From an optimization exercise on the open Yosys and OpenROAD flow, aimed at small area, a short achievable clock period and few clock cycles; shortcuts taken in it are not production practice.
Function was checked by simulation only, so behaviour that the tests miss may differ from the original.

==> v33: inputs <==
// crypto_modarith
module crypto_modarith (
    input  wire        clk,
    input  wire        rst,
    input  wire        start,
    input  wire [31:0] cmd,
    input  wire [31:0] op0,
    input  wire [31:0] op1,
    input  wire [31:0] op2,
    output reg         busy,
    output reg         done,
    output reg  [7:0]  err,
    output reg  [31:0] res0,
    output reg  [31:0] res1,
    output reg  [31:0] res2
);
make LEC_CHECK=0 CAP_MARGIN=20 CORE_MARGIN=2 CORE_UTILIZATION=40 PLACE_DENSITY=0.6 SLEW_MARGIN=20 finish   # period 15.0 ns
run.sh (not shown) runs the stock make flow with config.mk's settings and CLKGATE_MAP_FILE= SYNTH_SCRIPT=/design/flow/synth_recipe.tcl, a recipe that flattens the netlist after the stock synthesis.
==> v18: changes against v33 <==
--- a/flow/design.v
+++ b/flow/design.v
@@ -33,15 +33,16 @@
                      S_CONV2 = 5'd9,    
                      S_CONV1 = 5'd10,   
                      S_MPFIN = 5'd11,   
                      S_KN    = 5'd12,   
                      S_KPH1  = 5'd13,   
                      S_KPH2  = 5'd14,   
                      S_KPH3  = 5'd15,   
-                     S_KCHK  = 5'd16;   
+                     S_KCHK  = 5'd16,   
+                     S_SETUP2 = 5'd17;
     reg  [4:0]  state;
     reg  [1:0]  ctype;
     reg  [32:0] ra;       
     reg  [32:0] rb;       
     reg  [32:0] rc;       
     reg  [35:0] rd;       
     reg  [35:0] c1;       
@@ -49,16 +50,17 @@
     reg  [35:0] c2;       
     reg  [30:0] mm;       
     reg  [4:0]  z;        
     reg  [5:0]  t1;       
     reg  [5:0]  cnt;      
     reg  [2:0]  xb;       
     reg  [2:0]  xb1;      
-    reg  [1:0]  cmode;    
+    reg  [3:0]  cmode;    
     reg         kz;       
+    reg         st_mp;    
     reg  [2:0]  mq1;      
     reg  [2:0]  mq2;      
     reg         top0;     
     reg         neg;      
     reg         ovf;      
     reg         negstep;  
     wire [31:0] r0 = ra[31:0];
@@ -66,15 +68,14 @@
     wire [33:0] p_diff = {2'b00, r0} - {1'b0, dv, 1'b0};    
     wire [32:0] q_diff = {1'b0, r0} - {1'b0, dv};           
     wire [32:0] x_diff = rc - rd[32:0];                    
     wire        align  = ~p_diff[33];
     wire        ge     = ~q_diff[32];
     wire [31:0] r0n    = ge ? q_diff[31:0] : r0;
     wire [32:0] x0n    = ge ? x_diff : rc;
-    wire [32:0] ra_abs = ra[32] ? (33'd0 - ra) : ra;
     wire [31:0] fin    = rc[32] ? (rc[31:0] + {1'b0, mm}) : rc[31:0];
     wire [35:0] nq1 = {5'b00000, mm};
     wire [35:0] nq2 = {4'b0000, mm, 1'b0};
     wire [35:0] nq3 = {3'b000, rb};
     wire [9:0] tk1 = {4'b0000, t1};
     wire [9:0] tk2 = {3'b000, t1, 1'b0};
     wire [9:0] tk3 = tk1 + tk2;
@@ -123,69 +124,86 @@
             d3 = ps + pc + ~th[29:20] + 10'd1;
             g1 = ~d1[9];
             g2 = ~d2[9];
             g3 = ~d3[9];
             qpick = {g3, g2 & ~g3, g1 & ~g2};
         end
     endfunction
+    function [2:0] qpick4;
+        input [9:0]  u;
+        input [9:0]  v;
+        input [9:0]  w;
+        input [9:0]  z;
+        input [29:0] th;
+        reg   [9:0]  ps, pc, d1, d2, d3;
+        reg          g1, g2, g3;
+        begin
+            ps = u ^ v ^ w;
+            pc = {((u[8:0] & v[8:0]) | (u[8:0] & w[8:0]) | (v[8:0] & w[8:0])), 1'b0};
+            d1 = ps + pc + z + ~th[9:0] + 10'd1;
+            d2 = ps + pc + z + ~th[19:10] + 10'd1;
+            d3 = ps + pc + z + ~th[29:20] + 10'd1;
+            g1 = ~d1[9];
+            g2 = ~d2[9];
+            g3 = ~d3[9];
+            qpick4 = {g3, g2 & ~g3, g1 & ~g2};
+        end
+    endfunction
     function [74:0] mcycle;
         input [35:0] s;
         input [35:0] c;
         input [2:0]  q1;
         input [2:0]  x;        
         input [30:0] y;
         reg   [35:0] y1, y2, y3, s1, c1, s2, c2, s3, c3, s4, c4;
         reg   [2:0]  q2, q3, q30, q31, q32, q33;
         begin
             y1 = x[2] ? {5'b00000, y} : 36'd0;
             y2 = x[1] ? {5'b00000, y} : 36'd0;
             y3 = x[0] ? {5'b00000, y} : 36'd0;
             {s1, c1} = csa({s[34:0], 1'b0}, {c[34:0], 1'b0}, y1, 1'b0);
             {s2, c2} = csa(s1, c1, ~qmul(q1), 1'b1);
-            q2 = qpick(s1[34:25], c1[34:25], y2[35:26], tsel(q1));
+            q2 = qpick4(s[33:24], c[33:24], y1[34:25], y2[35:26], tsel(q1));
             {s3, c3} = csa({s2[34:0], 1'b0}, {c2[34:0], 1'b0}, y2, 1'b0);
             {s4, c4} = csa(s3, c3, ~qmul(q2), 1'b1);
             q30 = qpick(s3[34:25], c3[34:25], y3[35:26], tsel(3'b000));
             q31 = qpick(s3[34:25], c3[34:25], y3[35:26], tsel(3'b001));
             q32 = qpick(s3[34:25], c3[34:25], y3[35:26], tsel(3'b010));
             q33 = qpick(s3[34:25], c3[34:25], y3[35:26], tsel(3'b100));
             q3  = q2[2] ? q33 : q2[1] ? q32 : q2[0] ? q31 : q30;
             mcycle = {s4, c4, q3};
         end
     endfunction
     wire [74:0] m1 = mcycle(rd, c1, mq1, xb1, res0[30:0]);
     wire [74:0] m2 = mcycle(re, c2, mq2, xb, ra[30:0]);
-    reg  [34:0] ca, cb;
-    reg         cin;
-    always @(*) begin
-        case (cmode)
-            2'd0: begin ca = rd[34:0];          cb = c1[34:0]; cin = 1'b0; end
-            2'd1: begin ca = re[34:0];          cb = c2[34:0]; cin = 1'b0; end
-            2'd2: begin
-                ca  = {rd[33:0], 1'b0};
-                cb  = xb[0] ? ({rb[32], rb[32], rb} ^ {35{negstep}}) : 35'd0;
-                cin = xb[0] & negstep;
-            end
-            default: begin
-                ca  = rd[34:0];
-                cb  = kz ? 35'd0 : ~{rb[32], rb[32], rb};
-                cin = 1'b1;
-            end
-        endcase
-    end
+    wire [34:0] ca = ({35{cmode[0] | cmode[3]}} & rd[34:0]) |
+                     ({35{cmode[1]}} & re[34:0]) |
+                     ({35{cmode[2]}} & {rd[33:0], 1'b0});
+    wire [34:0] cb = ({35{cmode[0]}} & c1[34:0]) |
+                     ({35{cmode[1]}} & c2[34:0]) |
+                     ({35{cmode[2] & xb[0]}} & ({rb[32], rb[32], rb} ^ {35{negstep}})) |
+                     ({35{cmode[3] & ~kz}} & ~{rb[32], rb[32], rb});
+    wire        cin = (cmode[2] & xb[0] & negstep) | cmode[3];
     wire [34:0] cv   = ca + cb + {34'd0, cin};
     wire [32:0] cw   = ca[32:0] + cb[32:0] - {2'b00, mm};
     wire [30:0] cres = cw[32] ? cv[30:0] : cw[30:0];
     wire        cv_fits = (cv[34:31] == 4'b0000) || (cv[34:31] == 4'b1111);
     wire [5:0]  cnt_m1  = cnt - 6'd1;
     wire [5:0]  cnt_m2  = cnt - 6'd2;
     wire [5:0]  cnt_m3  = cnt - 6'd3;
     wire [5:0]  cnt_m4  = cnt - 6'd4;
     wire [63:0] ra_ext  = {31'd0, ra};
     wire [31:0] cres_ext = {1'b0, cres};
+    wire        skip_ok = (z <= 5'd27);
+    wire [2:0]  b_bits  = z[0] ? {ra[30], ra[29], ra[28]} : {1'b0, ra[30], ra[29]};
+    wire [2:0]  b_bits2 = z[0] ? {ra[28], ra[27], ra[26]} : {ra[29], ra[28], ra[27]};
+    wire        b_skip  = skip_ok & (b_bits[2:1] == 2'b00);
+    wire [2:0]  c_bits  = top0 ? {cres[30], cres[29], cres[28]} : {1'b0, cres[30], cres[29]};
+    wire [2:0]  c_bits2 = top0 ? {cres[28], cres[27], cres[26]} : {cres[29], cres[28], cres[27]};
+    wire        c_skip  = skip_ok & (c_bits[2:1] == 2'b00);
     always @(posedge clk) begin
         begin
             case (state)
                 S_IDLE: begin
                     if (start) begin
                         busy  <= 1'b1;
                         done  <= 1'b0;
@@ -221,36 +239,47 @@
                                 rc    <= rb;
                                 state <= S_SETUP;
                             end
                         end
                         C_KG: begin
                             rd      <= 36'd0;
                             ovf     <= 1'b0;
-                            cnt     <= 6'd32;
-                            xb[0]   <= ra[32];
+                            if (ra[32:16] == {17{ra[16]}}) begin
+                                cnt   <= 6'd16;
+                                xb[0] <= ra[16];
+                            end else begin
+                                cnt   <= 6'd32;
+                                xb[0] <= ra[32];
+                            end
                             negstep <= 1'b1;
-                            cmode   <= 2'd2;
+                            cmode   <= 4'b0100;
                             state   <= S_KN;
                         end
                         default: begin
                             err   <= E_ILLEGAL;
                             busy  <= 1'b0;
                             done  <= 1'b1;
                             state <= S_IDLE;
                         end
                     endcase
                 end
                 S_SETUP: begin
-                    ra  <= ra_abs;
+                    ra  <= 33'd0;
+                    rb  <= ra;
                     neg <= ra[32];
+                    state <= S_SETUP2;
+                end
+                S_SETUP2: begin
+                    if (neg) ra <= {1'b0, q_diff[31:0]};
+                    else     ra <= rb;
                     rb  <= {2'b00, mm};
                     rd  <= 36'd0;
                     cnt <= 6'd0;
                     if (ctype != C_MP)
-                        rc <= ra[32] ? {33{1'b1}} : 33'd1;
+                        rc <= neg ? {33{1'b1}} : 33'd1;
                     state <= S_EU;
                 end
                 S_EU: begin
                     if (align) begin
                         rb  <= {rb[31:0], 1'b0};
                         rd  <= {rd[34:0], 1'b0};
                         cnt <= cnt + 6'd1;
@@ -305,73 +334,87 @@
                         ra   <= {ra[31:0], 1'b0};
                         res0 <= {res0[30:0], 1'b0};
                         z    <= z + 5'd1;
                     end else begin
                         rd    <= {4'b0000, mm};
                         c1    <= {3'b000, mm, 1'b0};
                         t1    <= {1'b0, mm[30:26]} + {5'd0, |mm[25:0]};
-                        cmode <= 2'd0;
+                        cmode <= 4'b0001;
                         state <= S_P3N;
                     end
                 end
                 S_P3N: begin
                     rb    <= cv[32:0];
                     rd    <= 36'd0;
                     c1    <= 36'd0;
                     re    <= 36'd0;
                     c2    <= 36'd0;
                     top0  <= z[0];
-                    cnt   <= z[0] ? 6'd30 : 6'd31;
-                    xb    <= z[0] ? {ra[30], ra[29], ra[28]} : {1'b0, ra[30], ra[29]};
-                    xb1   <= (z[0] ? {ra[30], ra[29], ra[28]} : {1'b0, ra[30], ra[29]}) & {3{rc[0]}};
+                    if (b_skip) begin
+                        cnt   <= z[0] ? 6'd28 : 6'd29;
+                        xb    <= b_bits2;
+                        xb1   <= b_bits2 & {3{rc[0]}};
+                    end else begin
+                        cnt   <= z[0] ? 6'd30 : 6'd31;
+                        xb    <= b_bits;
+                        xb1   <= b_bits & {3{rc[0]}};
+                    end
                     mq1   <= 3'b000;
                     mq2   <= 3'b000;
                     if (rc == 33'd0) state <= S_MPFIN;
-                    else             state <= S_MPST;
+                    else begin
+                        st_mp <= 1'b1;
+                        state <= S_MPST;
+                    end
                 end
                 S_MPST: begin
-                    rd  <= m1[74:39];
-                    c1  <= m1[38:3];
-                    mq1 <= m1[2:0];
-                    re  <= m2[74:39];
-                    c2  <= m2[38:3];
-                    mq2 <= m2[2:0];
                     cnt <= cnt_m2;
                     xb  <= {ra_ext[cnt_m2], ra_ext[cnt_m3], ra_ext[cnt_m4]};
                     xb1 <= {ra_ext[cnt_m2], ra_ext[cnt_m3], ra_ext[cnt_m4]} & {3{rc[0]}};
                     if (cnt_m1[4:0] == z) begin
+                        st_mp <= 1'b0;
                         state <= S_CONV2;
-                        cmode <= 2'd1;
+                        cmode <= 4'b0010;
                     end
                 end
                 S_CONV2: begin
-                    cmode <= 2'd0;
+                    cmode <= 4'b0001;
                     ra    <= {2'b00, cres};
                     rc    <= {1'b0, rc[32:1]};
                     re    <= 36'd0;
                     c2    <= 36'd0;
-                    cnt   <= top0 ? 6'd30 : 6'd31;
-                    xb    <= top0 ? {cres[30], cres[29], cres[28]} : {1'b0, cres[30], cres[29]};
-                    xb1   <= (top0 ? {cres[30], cres[29], cres[28]} : {1'b0, cres[30], cres[29]}) & {3{rc[1]}};
+                    if (c_skip) begin
+                        cnt   <= top0 ? 6'd28 : 6'd29;
+                        xb    <= c_bits2;
+                        xb1   <= c_bits2 & {3{rc[1]}};
+                    end else begin
+                        cnt   <= top0 ? 6'd30 : 6'd31;
+                        xb    <= c_bits;
+                        xb1   <= c_bits & {3{rc[1]}};
+                    end
                     mq1   <= 3'b000;
                     mq2   <= 3'b000;
                     if (rc[0]) begin
                         state <= S_CONV1;
                     end else begin
                         rd    <= 36'd0;
                         c1    <= 36'd0;
+                        st_mp <= 1'b1;
                         state <= S_MPST;
                     end
                 end
                 S_CONV1: begin
                     res0 <= {1'b0, cres};
                     rd   <= 36'd0;
                     c1   <= 36'd0;
                     if (rc == 33'd0) state <= S_MPFIN;
-                    else             state <= S_MPST;
+                    else begin
+                        st_mp <= 1'b1;
+                        state <= S_MPST;
+                    end
                 end
                 S_MPFIN: begin
                     if (z != 5'd0) begin
                         res0 <= {1'b0, res0[31:1]};
                         z    <= z - 5'd1;
                     end else begin
                         err   <= E_OK;
@@ -384,15 +427,15 @@
                     rd      <= cv;
                     negstep <= 1'b0;
                     if (!cv_fits) ovf <= 1'b1;
                     cnt     <= cnt_m1;
                     xb[0]   <= ra_ext[cnt_m1];
                     if (cnt == 6'd0) begin
                         re    <= cv;
-                        cmode <= 2'd3;
+                        cmode <= 4'b1000;
                         kz    <= 1'b0;
                         state <= S_KPH1;
                     end
                 end
                 S_KPH1: begin
                     rd    <= cv;       
                     rb    <= ra;
@@ -432,16 +475,25 @@
             ra <= {op0[31], op0};
             rb <= {op1[31], op1};
             rc <= {op2[31], op2};
             ctype <= (cmd == 32'h0000_0001) ? C_MI :
                      (cmd == 32'h0000_0002) ? C_MP :
                      (cmd == 32'h0000_0009) ? C_KG : C_ILL;
         end
+        if (st_mp) begin
+            rd  <= m1[74:39];
+            c1  <= m1[38:3];
+            mq1 <= m1[2:0];
+            re  <= m2[74:39];
+            c2  <= m2[38:3];
+            mq2 <= m2[2:0];
+        end
         if (rst) begin
             state <= S_IDLE;
+            st_mp <= 1'b0;
             busy  <= 1'b0;
             done  <= 1'b0;
             err   <= E_OK;
             res0  <= 32'd0;
             res1  <= 32'd0;
             res2  <= 32'd0;
         end
- PLACE_DENSITY: 0.6 -> 0.7
==> comparison table <==
metric	v33	v18
Via count of the first global-routing pass	57831	57414
Met1 Wirelength	115000 µm	109400 µm
Period minus WS final	8377 ps	7851 ps
Placer congestion estimate	1.083	1.121
Die span in y	377.4 µm	375.7 µm
Sum of buffers and inverters on the critical path	5	3
Slew HR	12.03%	8.424%
Worst skew pair latency	730 ps	760 ps
Setup Slack @ Placement	7030 ps	7796 ps
Start point of the worst hold path	res2[7]	res2[5]
Non-clk invs	601	636
Vias per inst	6.925	7.018
Antenna violations before repair	31	36
Highest clock frequency the design can meet	119.4 MHz	127.4 MHz
R2r worst-path depth	23	20
Smallest hold slack	450.9 ps	449.1 ps
Outcome	no timing/DRC/antenna violations	no timing/DRC/antenna violations
Clock-pin slew on the worst setup and hold paths	70 ps	60 ps
Slew at the pin closest to its max-slew limit	1311 ps	1369 ps
Tap cell count	1876	1794
End of the critical path	xb[0]	rd[13]
Length of routed met3 wiring	45630 µm	48520 µm
Antenna diodes	21	16
Clock network contribution to total cell area	3.085%	3.174%
Wire length of the first global-routing pass	456600 µm	454400 µm
Testbench counts of v33, summed over its fixed seeds: cycles 55,643.
Testbench counts of v18, summed over its fixed seeds: cycles 53,462.

## afterwards: timing with drivers on the ports
How much do the figures lean on ideal ports? The routed layouts below were timed once more, with nothing changed but the port constraints. Step 1: set_driving_cell puts a clkbuf_16 on clk and a buf_2 on each other input, an assumption about the parent block. Step 2 moves the port delays by t, midway between the first and last clock arrival at a register: inputs arrive t later, outputs are due t later. That takes back most of the time a late clock gives input paths. Slacks: no drivers / after step 1 / after step 2; pairs: no drivers / after step 1.
| run | shift t [ns] | slack for setup (ns) | hold WS [ns] | slew at the worst register clock pin (ns) | pins driven straight from the clock port |
|---|---|---|---|---|---|
| v33 | 0.799 | 6.623 / 6.623 / 6.623 | 0.451 / 0.451 / 0.451 | 0.07 / 0.07 | 1 |
| v18 | 0.816 | 7.149 / 7.149 / 7.149 | 0.449 / 0.449 / 0.449 | 0.07 / 0.07 | 1 |
After both steps setup and hold are still met in every run listed.
